Background: an optimization exercise with open tools, aiming at small area. Do not read the settings as production practice.
RTL that was checked went through simulation tests only; none was proved equivalent to the original.
No activity file was given, so power comes from the tool's default toggle rates.

== old ==
## geq_decoder
module geq_decoder (
    input  wire         clk,
    input  wire         rst,               
    input  wire         in_valid,          
    input  wire [7:0]   in_byte,
    output reg          frame_valid,       
    output wire [7:0]   frame_board_id,
    output wire [7:0]   frame_seq,
    output wire [7:0]   frame_brightness,
    output wire [423:0] frame_bars,        
    output wire [423:0] frame_scope,       
    output wire [31:0]  frame_vu           
);
    localparam integer BODY_LEN = 113;
    localparam [1:0] S_SYNC0 = 2'd0,
                     S_SYNC1 = 2'd1,
                     S_BODY  = 2'd2;
    reg [1:0]  st;
    reg [6:0]  cur;                        
    reg [7:0]  body_xor;                   
    reg [8*BODY_LEN-1:0] body;             
    wire in_body     = in_valid && (st == S_BODY);
    wire body_byte   = in_body && (cur != BODY_LEN);
    wire check_byte  = in_body && (cur == BODY_LEN);
    wire good_packet = check_byte && (body_xor == in_byte);
    always @(posedge clk) begin
        if (rst) begin
            st          <= S_SYNC0;
            cur         <= 7'd0;
            frame_valid <= 1'b0;
        end else begin
            frame_valid <= good_packet;
            if (in_valid) begin
                case (st)
                    S_SYNC0:
                        if (in_byte == 8'hAA)
                            st <= S_SYNC1;
                    S_SYNC1:
                        if (in_byte == 8'h55) begin
                            st  <= S_BODY;
                            cur <= 7'd0;
                        end else if (in_byte != 8'hAA) begin
                            st <= S_SYNC0;
                        end
                    S_BODY:
                        if (cur == BODY_LEN)
                            st <= S_SYNC0;
                        else
                            cur <= cur + 7'd1;
                    default:
                        st <= S_SYNC0;
                endcase
            end
        end
    end
    always @(posedge clk) begin
        if (in_valid && st == S_SYNC1)
  ...
==> module geq_decoder, before the edit <==
module geq_decoder (
    input  wire         clk,
    input  wire         rst,               
    input  wire         in_valid,          
    input  wire [7:0]   in_byte,
    output reg          frame_valid,       
    output wire [7:0]   frame_board_id,
    output wire [7:0]   frame_seq,
    output wire [7:0]   frame_brightness,
    output wire [423:0] frame_bars,        
    output wire [423:0] frame_scope,       
    output wire [31:0]  frame_vu           
);
    localparam integer BODY_LEN = 113;
    localparam [1:0] S_SYNC0 = 2'd0,
                     S_SYNC1 = 2'd1,
                     S_BODY  = 2'd2;
    reg [1:0]  st;
    reg [6:0]  cur;                        
    reg [7:0]  body_xor;                   
    reg [8*BODY_LEN-1:0] body;             
    wire in_body     = in_valid && (st == S_BODY);
    wire body_byte   = in_body && (cur != BODY_LEN);
    wire check_byte  = in_body && (cur == BODY_LEN);
    wire good_packet = check_byte && (body_xor == in_byte);
    always @(posedge clk) begin
        if (rst) begin
            st          <= S_SYNC0;
            cur         <= 7'd0;
            frame_valid <= 1'b0;
        end else begin
            frame_valid <= good_packet;
            if (in_valid) begin
                case (st)
                    S_SYNC0:
                        if (in_byte == 8'hAA)
                            st <= S_SYNC1;
                    S_SYNC1:
                        if (in_byte == 8'h55) begin
                            st  <= S_BODY;
                            cur <= 7'd0;
                        end else if (in_byte != 8'hAA) begin
                            st <= S_SYNC0;
                        end
                    S_BODY:
                        if (cur == BODY_LEN)
                            st <= S_SYNC0;
                        else
                            cur <= cur + 7'd1;
                    default:
                        st <= S_SYNC0;
                endcase
            end
        end
    end
    always @(posedge clk) begin
        if (in_valid && st == S_SYNC1)
            body_xor <= 8'h00;
        else if (body_byte)
            body_xor <= body_xor ^ in_byte;
    end
    always @(posedge clk) begin
        if (body_byte)
            body <= {in_byte, body[8*BODY_LEN-1:8]};
    end
    assign frame_board_id   = body[8*0 +: 8];
    assign frame_seq        = body[8*1 +: 8];
    assign frame_brightness = body[8*2 +: 8];
    assign frame_bars       = body[8*3   +: 424];
    assign frame_scope      = body[8*56  +: 424];
    assign frame_vu         = body[8*109 +: 32];
endmodule
clock: 8.0 ns
lec_check: 0
cap_margin: 20
core_margin: 2
core_utilization: 40
slew_margin: 20
run.sh (not shown) runs the stock make flow with config.mk's settings and CLKGATE_MAP_FILE= SYNTH_SCRIPT=/design/flow/synth_recipe.tcl, a recipe that flattens the netlist after the stock synthesis.
Both conditions hold for old: the flow ran to the end and the final layout passed the timing, design-rule and antenna checks.
Relative to old, the following input files were edited for new:
==> flow/design.v <==
module geq_decoder (
    input  wire         clk,
    input  wire         rst,               
    input  wire         in_valid,          
    input  wire [7:0]   in_byte,
    output reg          frame_valid,       
    output reg  [7:0]   frame_board_id,
    output reg  [7:0]   frame_seq,
    output reg  [7:0]   frame_brightness,
    output reg  [423:0] frame_bars,        
    output reg  [423:0] frame_scope,       
    output reg  [31:0]  frame_vu           
);
    localparam integer BODY_LEN = 113;
    localparam [1:0] S_SYNC0 = 2'd0,
                     S_SYNC1 = 2'd1,
                     S_BODY  = 2'd2;
    reg [1:0]  st;
    reg [6:0]  cur;                        
    reg [8*BODY_LEN-1:0] body;             
    reg [7:0] body_xor;
    integer k;
    always @* begin
        body_xor = 8'h00;
        for (k = 0; k < BODY_LEN; k = k + 1)
            body_xor = body_xor ^ body[8*k +: 8];
    end
    wire in_body     = in_valid && (st == S_BODY);
    wire body_byte   = in_body && (cur != BODY_LEN);
    wire check_byte  = in_body && (cur == BODY_LEN);
    wire good_packet = check_byte && (body_xor == in_byte);
    always @(posedge clk) begin
        if (rst) begin
            st          <= S_SYNC0;
            cur         <= 7'd0;
            frame_valid <= 1'b0;
        end else begin
            frame_valid <= good_packet;
            if (in_valid) begin
                case (st)
                    S_SYNC0:
                        if (in_byte == 8'hAA)
                            st <= S_SYNC1;
                    S_SYNC1:
                        if (in_byte == 8'h55) begin
                            st  <= S_BODY;
                            cur <= 7'd0;
                        end else if (in_byte != 8'hAA) begin
                            st <= S_SYNC0;
                        end
                    S_BODY:
                        if (cur == BODY_LEN)
                            st <= S_SYNC0;
                        else
                            cur <= cur + 7'd1;
                    default:
                        st <= S_SYNC0;
                endcase
            end
        end
    end
    always @(posedge clk) begin
        if (body_byte)
            body[8*cur +: 8] <= in_byte;
    end
    always @(posedge clk) begin
        if (good_packet) begin
            frame_board_id   <= body[8*0 +: 8];
            frame_seq        <= body[8*1 +: 8];
            frame_brightness <= body[8*2 +: 8];
            frame_bars       <= body[8*3   +: 424];
            frame_scope      <= body[8*56  +: 424];
            frame_vu         <= body[8*109 +: 32];
        end
    end
endmodule
## What came out
new finished all stages; the layout is clean. Of the two values seen for main combinational cell family by area after synthesis, simple AND/OR/NAND/NOR gates was produced by old and multiplexers by new. Against old as the reference, new delivers a higher pin slew with the least headroom to its limit. Taking old over new, the via count normalized by instance count ratio works out to 0.918. new: final critical delay including setup and external delays 1080 ps above old. Between old and new, synthesized cell count increased. Routed wire length (new vs. old) increases by more than 100%. new against old: fraction of power consumed by the clock network picked up an extra 1.1 points; worst supply voltage drop on vdd lost 26%. Inserted tap cell count | new above old.

* * *

== fjord ==
geq_decoder, a different RTL version from the one above (not shown whole).
For scale: roughly 980 cells after synthesis, about 920 flip-flops, about 920 I/O pins, ~28000 um2 of cells after synthesis.
==> module geq_decoder, before the edit <==
module geq_decoder (
    input  wire         clk,
    input  wire         rst,               
    input  wire         in_valid,          
    input  wire [7:0]   in_byte,
    output wire         frame_valid,       
    output wire [7:0]   frame_board_id,
    output wire [7:0]   frame_seq,
    output wire [7:0]   frame_brightness,
    output wire [423:0] frame_bars,        
    output wire [423:0] frame_scope,       
    output wire [31:0]  frame_vu           
);
    localparam integer BODY_LEN = 113;
    localparam [6:0] LFSR_FULL = 7'd25;
    reg        s1;                         
    reg        s2;                         
    reg [6:0]  cur;                        
    reg [7:0]  sum;                        
    reg        chk;                        
    reg [8*BODY_LEN-1:0] body;             
    wire is_aa      = (in_byte == 8'hAA);
    wire is_55      = (in_byte == 8'h55);
    wire full       = (cur == LFSR_FULL);
    wire body_byte  = in_valid && s2 && !full;
    wire check_byte = in_valid && s2 && full;
    always @(posedge clk) begin
        if (rst) begin
            s1  <= 1'b0;
            s2  <= 1'b0;
            chk <= 1'b0;
        end else begin
            chk <= check_byte;
            if (in_valid) begin
                if (s2) begin
                    if (full)
                        s2 <= 1'b0;
                end else if (s1) begin
                    s1 <= is_aa;
                    s2 <= is_55;
                end else begin
                    s1 <= is_aa;
                end
            end
        end
    end
    always @(posedge clk) begin
        if (!s2)
            cur <= 7'd0;
        else if (body_byte)
            cur <= {cur[5:0], ~(cur[6] ^ cur[5])};
    end
    always @(posedge clk) begin
        if (!s2)
            sum <= 8'h00;
        else if (in_valid)
            sum <= sum ^ in_byte;
    end
    assign frame_valid = chk && (sum == 8'h00);
    always @(posedge clk) begin
        if (body_byte)
            body <= {in_byte, body[8*BODY_LEN-1:8]};
    end
    assign frame_board_id   = body[8*0 +: 8];
    assign frame_seq        = body[8*1 +: 8];
    assign frame_brightness = body[8*2 +: 8];
    assign frame_bars       = body[8*3   +: 424];
    assign frame_scope      = body[8*56  +: 424];
    assign frame_vu         = body[8*109 +: 32];
endmodule
clock: 8.0 ns
lec_check: 0
cap_margin: 20
core_area: 3 3 277 277
die_area: 0 0 280 280
slew_margin: 20
standard.sh (not shown) runs the stock make flow with config.mk's settings and CLKGATE_MAP_FILE= SYNTH_SCRIPT=/design/flow/synth_recipe.tcl, a recipe that flattens the netlist after the stock synthesis.
==> flow/flow/run.sh <==
#!/bin/bash
set -euo pipefail
export BUFFER_PORTS_ARGS="-buffer_cell sky130_fd_sc_hd__buf_1"
export CTS_ARGS="-sink_clustering_enable -repair_clock_nets -dont_use_dummy_load -sink_clustering_size 18 -sink_clustering_max_diameter 60 -buf_list {sky130_fd_sc_hd__clkbuf_4 sky130_fd_sc_hd__clkbuf_8}"
bash standard.sh > standard.log 2>&1
Changes in pepper relative to fjord:
==> flow/design.v <==
module geq_decoder (
    input  wire         clk,
    input  wire         rst,               
    input  wire         in_valid,          
    input  wire [7:0]   in_byte,
    output wire         frame_valid,       
    output wire [7:0]   frame_board_id,
    output wire [7:0]   frame_seq,
    output wire [7:0]   frame_brightness,
    output wire [423:0] frame_bars,        
    output wire [423:0] frame_scope,       
    output wire [31:0]  frame_vu           
);
    localparam integer BODY_LEN = 113;
    localparam integer NB = 8 * BODY_LEN;
    localparam [6:0] LFSR_LAST = 7'd12;
    reg        s1;                         
    reg        body_st;                    
    reg        body_stn;                   
    reg        ck;                         
    reg [6:0]  cur;                        
    reg [7:0]  sum;                        
    reg        chk;                        
    reg [NB-1:0] body;                     
    wire is_aa = (in_byte == 8'hAA);
    wire is_55 = (in_byte == 8'h55);
    wire last  = (cur == LFSR_LAST);
    wire sync  = in_valid && s1 && is_55;
    always @(posedge clk) begin
        if (rst) begin
            s1       <= 1'b0;
            body_st  <= 1'b0;
            body_stn <= 1'b1;
            ck       <= 1'b0;
            chk      <= 1'b0;
        end else begin
            chk <= in_valid && ck;
            if (in_valid) begin
                if (body_st) begin
                    if (last) begin
                        body_st  <= 1'b0;
                        body_stn <= 1'b1;
                        ck       <= 1'b1;
                    end
                end else if (ck) begin
                    ck <= 1'b0;
                end else begin
                    s1       <= is_aa;
                    body_st  <= s1 && is_55;
                    body_stn <= !(s1 && is_55);
                end
            end
        end
    end
    always @(posedge clk) begin
        if (!body_st)
            cur <= 7'd0;
        else if (in_valid)
            cur <= {cur[5:0], ~(cur[6] ^ cur[5])};
    end
    always @(posedge clk) begin
        if (!(body_st || ck))
            sum <= 8'h00;
        else if (in_valid)
            sum <= sum ^ in_byte;
    end
    assign frame_valid = chk && (sum == 8'h00);
    wire shift = in_valid && body_st;
    wire hold  = !in_valid || body_stn;
    always @(posedge clk)
        body <= ({NB{shift}} & {in_byte, body[NB-1:8]}) | ({NB{hold}} & body);
    assign frame_board_id   = body[8*0 +: 8];
    assign frame_seq        = body[8*1 +: 8];
    assign frame_brightness = body[8*2 +: 8];
    assign frame_bars       = body[8*3   +: 424];
    assign frame_scope      = body[8*56  +: 424];
    assign frame_vu         = body[8*109 +: 32];
endmodule
[summary]
fjord → pepper: proportion of cell area spent on the clock network has remained practically unchanged, layout overhead on the synthesized area has decreased, count of clock-buffer cells in the layout has increased. Minimum setup slack in the final design: pepper > fjord. Number of ordinary inverters in the final layout: pepper < fjord. Per the comparison of pepper with fjord, worst supply voltage drop on vdd lower, final routed wirelength across all metal layers higher, number of inserted diodes higher, synthesized cell count higher. pepper vs. fjord: count of placed standard cells including taps went up by 923. Re buffer count excluding the clock tree in the final layout: fjord was lower than pepper. Power shrinks by a few percent when moving from fjord to pepper.
No functional check of the RTL was part of fjord.

[afterwards: timing with drivers on the ports]
No port has a modelled driver above. Below, the same layouts with a new extraction and two added sets of constraints.
Step 1 sets driving cells, clkbuf_16 on the clock port and buf_2 on the other inputs (assumed; they add their load-dependent delay and slew).
Step 2 moves the port delays by t, midway between the first and last clock arrival at a register: inputs arrive t later, outputs are due t later. That takes back most of the time a late clock gives input paths.
Three values: no drivers, after step 1, after step 2; two values: the first two.
| run | t (ns) | setup WS [ns] | worst hold slack (ns) | worst setup path after step 2 | slew at the worst register clock pin (ns) |
|---|---|---|---|---|---|
| old | 0.690 | 4.048 / 4.005 / 3.315 | 0.435 / 0.435 / 0.435 | input to register | 0.06 / 0.06 |
| new | 0.910 | 2.972 / 2.972 / 2.576 | 0.460 / 0.460 / 0.460 | input to register | 0.07 / 0.07 |
| fjord | 0.673 | 4.004 / 3.963 / 3.290 | 0.342 / 0.342 / 0.342 | input to register | 0.11 / 0.11 |
| pepper | 0.692 | 4.390 / 4.401 / 3.709 | 0.447 / 0.447 / 0.447 | input to register | 0.11 / 0.11 |
After both steps every run listed still meets setup and hold. For old, which loses most, drivers alone change the setup slack by -0.043 ns; drivers and shift together by -0.733 ns.
